This is an optimization exercise on Yosys and OpenROAD, whose aim is small area, not a production implementation. At most, simulation tests tie the RTL to the original design; equivalence was not proved. Power is estimated from default activity; no workload was simulated.

Design svm_core, start of the top module:
module svm_core (
    input  wire        clk,
    input  wire        rst,
    input  wire [31:0] entry,
    input  wire [1:0]  break_mode,
    output wire        mem_req,
    output wire        mem_we,
    output wire [31:0] mem_addr,
    output wire [31:0] mem_wdata,
    input  wire        mem_ack,
    input  wire [31:0] mem_rdata,
    output wire        sys_req,
    output wire [2:0]  sys_n,
    output wire [31:0] sys_a0,
    output wire [31:0] sys_a1,
    output wire [31:0] sys_a2,
    output wire [31:0] sys_a3,
    input  wire        sys_ack,
    input  wire [31:0] sys_result,
    output wire        brk_valid,
    output wire [31:0] brk_addr,
    output wire [2:0]  status,
    output wire [31:0] trap_addr,
    output wire [31:0] trap_info,
    input  wire [4:0]  dbg_sel,
    output wire [31:0] dbg_data
);
    localparam S_INIT = 4'd0, S_EXEC = 4'd1, S_SHIFT = 4'd2, S_PC = 4'd3,
               S_TRAP = 4'd4, S_HALT = 4'd5, S_FWAIT = 4'd6, S_MWAIT = 4'd7,
               S_SWAIT = 4'd8, S_LWB = 4'd9;
    localparam TK_FETCH0 = 3'd0, TK_FETCH2 = 3'd1, TK_LOAD = 3'd2, TK_STORE = 3'd3,
               TK_SYSBUF = 3'd4, TK_SYSNUM = 3'd5, TK_EXIT = 3'd6, TK_BREAK = 3'd7;
    reg  [4:0]  ph;
    reg  [3:0]  S;
    reg         W;           
    reg  [2:0]  tk;
    reg  [2:0]  status_r;
    reg         xf;          
    reg  [31:0] T;
    reg  [31:0] IR;
    reg         cb;          
    reg         c, f1, f2, pcc;
    reg  [4:0]  sreg;
    reg  [31:0] ring [0:31];
    wire [4:0]  k    = ph;
    wire        ph31 = &ph;
    wire        pass = (S == S_INIT) || (S == S_EXEC) || (S == S_SHIFT) ||
                       (S == S_PC) || (S == S_TRAP) || (S == S_LWB);
    wire        act  = !W && pass;       
    wire        last = act && ph31;      
    wire [4:0] pair = IR[5:1];
    wire std = !cb;
    wire p_alu_r  = (pair >= 5'd1 && pair <= 5'd8);
    wire p_alu_i  = (pair >= 5'd9 && pair <= 5'd16);
    wire p_li     = (pair == 5'd17);
    wire p_lui    = (pair == 5'd18);
    wire p_load   = (pair == 5'd19);
    wire p_store  = (pair == 5'd20);
    wire p_br     = std ? (pair >= 5'd21 && pair <= 5'd28) : (pair == 5'd21 || pair == 5'd22);
    wire p_call   = (pair == 5'd29);
  ...
Size in the first run: ~3000 cells after synthesis, roughly 1100 flip-flops, roughly 440 I/O pins, about 0.039 sq mm of cells after synthesis.
Settings: LEC_CHECK=0, CAP_MARGIN=20, CORE_MARGIN=2, CORE_UTILIZATION=60, SLEW_MARGIN=20, SYNTH_HIERARCHICAL=1; clock period 20.0 ns.
standard.sh (not shown) runs the stock make flow with config.mk's settings and CLKGATE_MAP_FILE= SYNTH_SCRIPT=/design/flow/synth_recipe.tcl, a recipe that flattens the netlist after the stock synthesis.
==> flow/flow/run.sh <==
#!/bin/bash
# Own layout flow: the standard ORFS flow, with smaller port buffers and a
# clock tree without dummy loads. Every tool's output goes to a log of its own.
set -euo pipefail
export BUFFER_PORTS_ARGS="-buffer_cell sky130_fd_sc_hd__buf_1"
export CTS_ARGS="-sink_clustering_enable -repair_clock_nets -dont_use_dummy_load"
bash standard.sh > standard_flow.log 2>&1
Edit:
==> flow/run.sh (new file) <==
#!/bin/bash
# synth_recipe.tcl (not shown) runs the flow's synth.tcl, then flattens the netlist and writes it again
# the make line also repeats each setting of config.mk as NAME=value (left out here)
make -C /OpenROAD-flow-scripts/flow DESIGN_CONFIG=/design/flow/config.mk WORK_HOME=/design/flow/orfs CLKGATE_MAP_FILE= SYNTH_SCRIPT=/design/flow/synth_recipe.tcl finish
CTS_CLUSTER_DIAMETER = 100   (was default)
CTS_CLUSTER_SIZE = 26   (was default)
removed: flow/flow/run.sh
removed: flow/standard.sh
Outcome: The changed run ran to the end with no violations; via count went down by 0.53%; power fell by about 9%; clock-buffer cell count shrinks by 27; cell count stays flat; cell area went up by about 4%; flip-flop and latch count is unchanged.
Edit:
CTS_BUF_LIST = sky130_fd_sc_hd__clkbuf_8   (was default)
CTS_CLUSTER_DIAMETER = 80   (was 100)
CTS_CLUSTER_SIZE = 16   (was 26)
=>
- The new run completed with no timing, DRC or antenna violations
- global-route usage goes up by 0.10 points
- register-to-register slack got worse by 0.05 ns
- utilization stays flat
- clock-buffer cell count goes up by 9
- synthesized cell count does not change
- final area barely changes
- critical path depth does not change
- first-iteration DRC count goes up by 1.1%
- hold slack improved by 0.014 ns
- power goes down by 1.3%
Function was not checked in any run of this note: the RTL went through the layout flow alone.

========
== build 92 ==
svm_core, a different RTL version from the one above (not shown whole).
Size: ~2800 cells after synthesis, about 1100 flip-flops, roughly 440 I/O pins, ~0.038 mm² of cells after synthesis.
Settings: LEC_CHECK=0, CAP_MARGIN=20, CORE_MARGIN=2, CORE_UTILIZATION=60, SLEW_MARGIN=20, SYNTH_HIERARCHICAL=1; clock period 20.0 ns.
==> flow/flow/run.sh <==
#!/bin/bash
# Own layout flow: the standard ORFS flow, with small port buffers and a
# leaner clock tree. Every tool's output goes to a log of its own.
set -euo pipefail
export BUFFER_PORTS_ARGS="-buffer_cell sky130_fd_sc_hd__buf_1"
export CTS_ARGS="-sink_clustering_enable -repair_clock_nets -dont_use_dummy_load -root_buf sky130_fd_sc_hd__clkbuf_16 -buf_list sky130_fd_sc_hd__clkbuf_4"
bash standard.sh > standard_flow.log 2>&1
--- input diff build 92..build 72 ---
==> flow/flow/run.sh <==
#!/bin/bash
# Own layout flow: the standard ORFS flow, with small port buffers, a
# leaner clock tree and gate downsizing after placement. Every tool's output
# goes to a log of its own.
set -euo pipefail
here=$(pwd)
export BUFFER_PORTS_ARGS="-buffer_cell sky130_fd_sc_hd__buf_1"
export CTS_ARGS="-sink_clustering_enable -repair_clock_nets -dont_use_dummy_load -sink_clustering_size 26 -sink_clustering_max_diameter 100"
export POST_RESIZE_TCL="$here/flow/recover.tcl"
bash standard.sh > standard_flow.log 2>&1
==> flow/flow/recover.tcl (new file) <==
# area recovery after placement resizing: downsize gates off the critical paths
estimate_parasitics -placement
repair_timing -recover_power 100 -verbose
## What came out
Compared with build 92, build 72 shows setup slack after placement lower by 2.36 ns. Delta (build 72 minus build 92): first-pass GRT wire length saw a decrease, sequential cell power saw little to no change, period utilization saw an increase. Build 72 vs. build 92: final design utilization went down by 2.3 points; count of clock buffers in the final design lost about 80%. Delta (build 72 minus build 92): total power consumption of the routed design lower; power density of the placed cells decreased by 8.3% relative to the old numbers; finished layout cell area went down. Relative to build 92, the number of global-route vias before repair measured on build 72 has decreased by a little under 10%.
diff inputs: build 72 => build 14
Settings: changing CAP_MARGIN from 20 to 0; changing SLEW_MARGIN from 20 to 0.
sky130_fd_sc_hd__clkbuf_1 as the cell at the slowest stage of the critical path was reported by build 14, and sky130_fd_sc_hd__nor3_1 by build 72.
From build 72 to build 14 the numbers moved as follows: register-to-register slack lost 0.98 ns; worst setup slack lost 0.35 ns; wire length neither gained nor lost much; total power neither gained nor lost much; remaining global-route overflow neither gained nor lost much.
As far as number of multi-input combinational cells in the layout goes, build 72 and build 14 are indistinguishable; the numbers are identical.
As far as number of global-route vias before repair goes, build 14 and build 72 are indistinguishable; the numbers are identical.
Status: post-layout instance area parity (build 14, build 72)
Row time the worst path needs with I/O delays and setup: build 14 higher / build 72 lower
On register share of total power, build 14 tracks build 72 almost exactly.
On cell count, build 14 and build 72 are neck and neck.

========
== main ==
svm_core again, from the RTL that the note above started with.
Settings: LEC_CHECK=0, CAP_MARGIN=20, CORE_MARGIN=2, CORE_UTILIZATION=60, SLEW_MARGIN=20, SYNTH_HIERARCHICAL=1; clock period 20.0 ns.
==> flow/flow/run.sh <==
#!/bin/bash
# Own layout flow: the standard ORFS flow, with small port buffers and a
# leaner clock tree. Every tool's output goes to a log of its own.
set -euo pipefail
export BUFFER_PORTS_ARGS="-buffer_cell sky130_fd_sc_hd__buf_1"
export CTS_ARGS="-sink_clustering_enable -repair_clock_nets -dont_use_dummy_load -sink_clustering_size 26 -sink_clustering_max_diameter 100"
bash standard.sh > standard_flow.log 2>&1
> inputs changed (main -> the feature branch)
==> flow/run.sh (new file) <==
#!/bin/bash
# synth_recipe.tcl (not shown) runs the flow's synth.tcl, then flattens the netlist and writes it again
# the make line also repeats each setting of config.mk as NAME=value (left out here)
make -C /OpenROAD-flow-scripts/flow DESIGN_CONFIG=/design/flow/config.mk WORK_HOME=/design/flow/orfs CLKGATE_MAP_FILE= SYNTH_SCRIPT=/design/flow/synth_recipe.tcl finish
diff --git a/flow/config.mk b/flow/config.mk
--- a/flow/config.mk
+++ b/flow/config.mk
@@ -10,0 +11,2 @@
+export CTS_CLUSTER_DIAMETER = 100
+export CTS_CLUSTER_SIZE = 26
removed: flow/flow/run.sh
removed: flow/standard.sh
Results
- The feature branch finished every step from synthesis to the final layout, and the layout passed the timing, design-rule and antenna checks.
- The feature branch against main: fraction of power consumed by combinational cells shows an increase of 3.3 points; amount of wire on met2 after detailed routing shows an increase of 1.6%.
- Lower final weighted congestion in routability-driven placement was reported by the feature branch, not main.
- The feature branch vs main: cell-internal power up by a little under 10%
- The feature branch vs main, final-layout non-clock buffer area share went up by 5.9 points.

========
Another version of the RTL of svm_core (not shown whole).
Size in the first run: roughly 3400 cells after synthesis, about 440 I/O pins, ~0.041 mm^2 of cells after synthesis.
==> flow/design.v (excerpt) <==
module svm_core (
    input  wire        clk,
    input  wire        rst,
    input  wire [31:0] entry,
    input  wire [1:0]  break_mode,
    output wire        mem_req,
    output wire        mem_we,
    output wire [31:0] mem_addr,
    output wire [31:0] mem_wdata,
    input  wire        mem_ack,
    input  wire [31:0] mem_rdata,
    output wire        sys_req,
    output wire [2:0]  sys_n,
    output wire [31:0] sys_a0,
    output wire [31:0] sys_a1,
    output wire [31:0] sys_a2,
    output wire [31:0] sys_a3,
    input  wire        sys_ack,
    input  wire [31:0] sys_result,
    output wire        brk_valid,
    output wire [31:0] brk_addr,
    output wire [2:0]  status,
    output wire [31:0] trap_addr,
    output wire [31:0] trap_info,
    input  wire [4:0]  dbg_sel,
    output wire [31:0] dbg_data
);
    localparam S_INIT = 4'd0, S_EXEC = 4'd1, S_SHIFT = 4'd2, S_PC = 4'd3,
               S_TRAP = 4'd4, S_HALT = 4'd5, S_FWAIT = 4'd6, S_MWAIT = 4'd7,
               S_SWAIT = 4'd8;
    localparam TK_FETCH0 = 3'd0, TK_FETCH2 = 3'd1, TK_LOAD = 3'd2, TK_STORE = 3'd3,
               TK_SYSBUF = 3'd4, TK_SYSNUM = 3'd5, TK_EXIT = 3'd6, TK_BREAK = 3'd7;
    reg  [4:0]  ph;
    reg  [3:0]  S;
    reg         W;           
    reg  [2:0]  tk;
    reg  [2:0]  status_r;
    reg         xf;          
    reg  [31:0] T;
    reg  [31:0] IR;
    reg         cb;          
    reg         c, f1, f2, pcc;
    reg  [4:0]  sreg;
    reg  [31:0] ring [0:31];
    wire [4:0]  k    = ph;
    wire        ph31 = &ph;
    wire        pass = (S == S_INIT) || (S == S_EXEC) || (S == S_SHIFT) ||
                       (S == S_PC) || (S == S_TRAP);
    wire        act  = !W && pass;       
    wire        last = act && ph31;      
    wire [4:0] pair = IR[5:1];
    wire std = !cb;
    wire p_alu_r  = (pair >= 5'd1 && pair <= 5'd8);
    wire p_alu_i  = (pair >= 5'd9 && pair <= 5'd16);
    wire p_li     = (pair == 5'd17);
    wire p_lui    = (pair == 5'd18);
  ...
Settings: LEC_CHECK=0, CAP_MARGIN=20, CORE_MARGIN=2, CORE_UTILIZATION=60, CTS_BUF_LIST=sky130_fd_sc_hd__clkbuf_4, SLEW_MARGIN=20, SYNTH_HIERARCHICAL=1; clock period 20.0 ns.
run.sh (not shown) runs the stock make flow with config.mk's settings and CLKGATE_MAP_FILE= SYNTH_SCRIPT=/design/flow/synth_recipe.tcl, a recipe that flattens the netlist after the stock synthesis.
Stock flow here: none of the scripts above is used.
Edit:
- CTS_BUF_LIST: sky130_fd_sc_hd__clkbuf_4 -> default
What happened: Clock skew decreases by 0.095 ns; final cell count decreases by about 5.6%; combinational power is about the same; worst setup slack improves by 0.27 ns; routed wire length decreases by 0.30%.
No functional check of the RTL was part of any run of this note.

separate check: timing with driven ports:
Ports are ideal in the flow. The routed layouts listed here were re-timed in OpenROAD. Step 1 sets driving cells, clkbuf_16 on the clock port and buf_2 on the other inputs (assumed; they add their load-dependent delay and slew). Step 2 moves the port delays by t, midway between the first and last clock arrival at a register: inputs arrive t later, outputs are due t later. That takes back most of the time a late clock gives input paths. Slacks: ideal / step 1 / step 2; pairs: ideal / step 1.
run	shift t [ns]	slack for setup (ns)	worst slew at a driven data input, ns
the first run of note 1	0.688	7.086 / 7.017 / 7.705	0.08
the second run of note 1	0.709	7.046 / 6.976 / 7.065	0.09
the third run of note 1	0.778	6.996 / 6.929 / 6.973	0.09
build 92	0.790	7.411 / 7.345 / 7.484	0.07
build 72	0.674	7.070 / 7.003 / 7.174	0.09
build 14	0.674	6.723 / 6.656 / 7.170	0.08
main	0.681	7.559 / 7.502 / 7.523	0.08
the feature branch	0.700	6.842 / 6.815 / 6.815	0.08
the first run of note 4	1.151	6.350 / 6.282 / 6.580	0.14
the second run of note 4	0.726	6.618 / 6.594 / 6.594	0.13
After both steps setup and hold are still met in every run listed. The setup slack of main, which loses most, moves by -0.057 ns with the drivers and by -0.036 ns with both steps.
